This design comes from an exercise in tuning for small area and a short achievable clock period on the open sky130 flow, not from production work.
The RTL was checked by simulation tests, not by an equivalence proof against the original design.
Power figures rest on the tool's default switching activity, not on a simulated workload.

run 1:
==> flow/design.v (excerpt) <==
module link_engine (
    input  wire        clk,
    input  wire        role,           
    input  wire        op_valid,
    input  wire [11:0] op,
    output wire        op_ready,
    output reg         rsp_ok,
    output reg  [7:0]  rsp_data,
    output reg         line_req_out,
    output reg         line_dc_out
);
    localparam integer N = 50;
    localparam [2:0] S_IDLE = 3'd0,    
                     S_RS   = 3'd1,    
                     S_RC   = 3'd2,    
                     S_RCA  = 3'd3,    
                     S_RDY  = 3'd4,    
                     S_DTX  = 3'd5,    
                     S_DCF  = 3'd6,    
                     S_DCA  = 3'd7;    
    assign op_ready = 1'b1;
    reg [2:0]     ls;
    reg [8*N-1:0] txm;                  
    reg [8*N-1:0] rxm;
    reg [4:0]     tx_wh, rx_wh;         
    reg [9:0]     tx_wl, rx_wl;         
    reg [4:0]     tx_rh, rx_rh;         
    reg [9:0]     tx_rl, rx_rl;         
    reg           tx_ne, tx_full, rx_ne, rx_full;
    reg [2:0]     tx_idx, rx_idx;
    reg [7:0]     tx_byte;              
    reg [6:0]     rx_sh;                
    wire [7:0] tx_head, rx_rsp;
    wire [15:0] tx_part_n, rx_part_n;    
    wire       tx_wr_to_rd, tx_rd_to_wr, rx_wr_to_rd, rx_rd_to_wr;
    wire [4:0] tx_whf = tx_wh | {5{tx_full}};
    wire [4:0] rx_whf = rx_wh | {5{rx_full}};
    genvar s;
    generate
        for (s = 0; s < N; s = s + 1) begin : g_slot
            always @(posedge clk) begin
                if (!(tx_whf[s / 10] | tx_wl[s % 10]))
                    txm[8*s +: 8] <= op[7:0];
                if (!(rx_whf[s / 10] | rx_wl[s % 10]))
                    rxm[8*s +: 8] <= {op[0], rx_sh};
            end
        end
    endgenerate
    le_head_mux tx_mux (.rh(tx_rh), .rl(tx_rl), .m(txm), .part_n(tx_part_n));
    le_head_mux rx_mux (.rh(rx_rh), .rl(rx_rl), .m(rxm), .part_n(rx_part_n));
    le_ptr_cmp tx_cmp (.wh(tx_wh), .wl(tx_wl), .rh(tx_rh), .rl(tx_rl),
                       .wr_next_is_rd(tx_wr_to_rd), .rd_next_is_wr(tx_rd_to_wr));
    le_ptr_cmp rx_cmp (.wh(rx_wh), .wl(rx_wl), .rh(rx_rh), .rl(rx_rl),
  ...
For scale: about 2,100 cells after synthesis, ~900 flip-flops, about 27 I/O pins, roughly 33,000 µm² of cells after synthesis.
==> flow/config.mk <==
export PLATFORM = sky130hd
export DESIGN_NAME = link_engine
export DESIGN_NICKNAME = link_engine
export VERILOG_FILES = /design/flow/design.v
export SDC_FILE = /design/flow/constraint.sdc
export NUM_CORES = 4
export LEC_CHECK = 0
export CAP_MARGIN = 20
export CORE_MARGIN = 2
export CORE_UTILIZATION = 70
export CTS_BUF_LIST = sky130_fd_sc_hd__clkbuf_16
export CTS_CLUSTER_DIAMETER = 80
export CTS_CLUSTER_SIZE = 30
export PLACE_DENSITY = 0.75
export SETUP_SLACK_MARGIN = 2.95
export SLEW_MARGIN = 20
export SYNTH_HIERARCHICAL = 1
export SYNTH_MINIMUM_KEEP_SIZE = 0
==> flow/constraint.sdc <==
create_clock -name core_clock -period 5.0 [get_ports {clk}]
set_input_delay 1.0000 -clock core_clock [delete_from_list [all_inputs] [get_ports {clk}]]
set_output_delay 1.0000 -clock core_clock [all_outputs]
set_load 0.01 [all_outputs]
standard.sh (not shown) runs the stock make flow with config.mk's settings and CLKGATE_MAP_FILE= SYNTH_SCRIPT=/design/flow/synth_recipe.tcl, a recipe that flattens the netlist after the stock synthesis.
==> flow/flow/run.sh <==
#!/bin/bash
set -euo pipefail
bash standard.sh "BUFFER_PORTS_ARGS=-buffer_cell sky130_fd_sc_hd__buf_2" \
    "CTS_ARGS=-sink_clustering_enable -repair_clock_nets -sink_clustering_size 30 -sink_clustering_max_diameter 80 -buf_list sky130_fd_sc_hd__clkbuf_16 -dont_use_dummy_load" \
    finish > orfs_make.log 2>&1
Having completed the whole flow, run 1 delivered a layout that passed the timing, DRC and antenna checks.
--- input diff run 1..run 2 ---
==> flow/flow/run.sh <==
#!/bin/bash
# Standard ORFS layout, with the port buffers made from buf_4 cells instead
# of the buffer that buffer_ports picks by default.
set -euo pipefail
bash standard.sh "BUFFER_PORTS_ARGS=-buffer_cell sky130_fd_sc_hd__buf_4" finish > orfs_make.log 2>&1
-- flow/config.mk --
<<< run 1, line 12
export CTS_CLUSTER_DIAMETER = 80
export CTS_CLUSTER_SIZE = 30
export PLACE_DENSITY = 0.75
export SETUP_SLACK_MARGIN = 2.95
export SLEW_MARGIN = 20
>>> run 2, line 12
export CTS_CLUSTER_DIAMETER = 80
export CTS_CLUSTER_SIZE = 30
export SETUP_SLACK_MARGIN = 2.95
export SLEW_MARGIN = 20
- The lower time the final worst path needs with I/O delays and setup of run 1 and run 2 is in run 2.
- In run 2, the instance count along the most critical hold path came out 1 below the value in run 1.
- Diff run 2..run 1 | count of pins over their slew limit | unchanged
- Clock group share of total power was higher in the run labelled run 2.
- In terms of data arrival time of the critical path, run 2 and run 1 differ only marginally.
- The lower combined global-route utilization of all metal layers came out of run 1.
- | clock-cell share of area | run 2 vs run 1 | 0.51 points higher |
Setup changes, run 2 to run 3
-- flow/config.mk --
<<< run 2, line 12
export CTS_CLUSTER_DIAMETER = 80
export CTS_CLUSTER_SIZE = 30
export SETUP_SLACK_MARGIN = 2.95
export SLEW_MARGIN = 20
export SYNTH_HIERARCHICAL = 1
>>> run 3, line 12
export CTS_CLUSTER_DIAMETER = 80
export CTS_CLUSTER_SIZE = 30
export SETUP_SLACK_MARGIN = 2.8
export SLEW_MARGIN = 20
export SYNTH_HIERARCHICAL = 1
## What came out
Run 3 | status: complete | timing, DRC, antenna: pass. Start point of the critical path = rx_rl[6]: run 3; start point of the critical path = line_dc_out: run 2. Run 3 against run 2: wire length on met2 went down by 4.7%; highest achievable clock rate went down by about 6%; routed length on met3 went down by 250 µm; buffers inserted during post-CTS setup optimization went down by 4.

[static timing again, ports no longer ideal]
The flow's constraints put no driver on any port. The routed layouts listed below were extracted and timed again, unchanged, in two steps. Step 1: set_driving_cell puts a clkbuf_16 on clk and a buf_2 on each other input, an assumption about the parent block. Step 2 adds t to the input delays and takes it off the output delays; t is the mean of the earliest and latest rising clock arrival at the registers after step 1. Input paths then give back, and output paths get back, about the clock's delay inside the block. a / b / c = no drivers / after step 1 / after step 2; a / b = the first two.
run	t (ns)	slack for setup (ns)	worst setup path at the end	clock arrival spread, ns
run 1	0.642	2.905 / 2.847 / 2.388	input to register	0.050 / 0.050
run 2	0.646	2.909 / 2.851 / 2.278	input to register	0.022 / 0.022
run 3	0.644	2.775 / 2.775 / 2.267	input to register	0.031 / 0.032
After both steps every run listed still meets setup and hold. For run 2, which loses most, drivers alone change the setup slack by -0.058 ns; drivers and shift together by -0.631 ns.
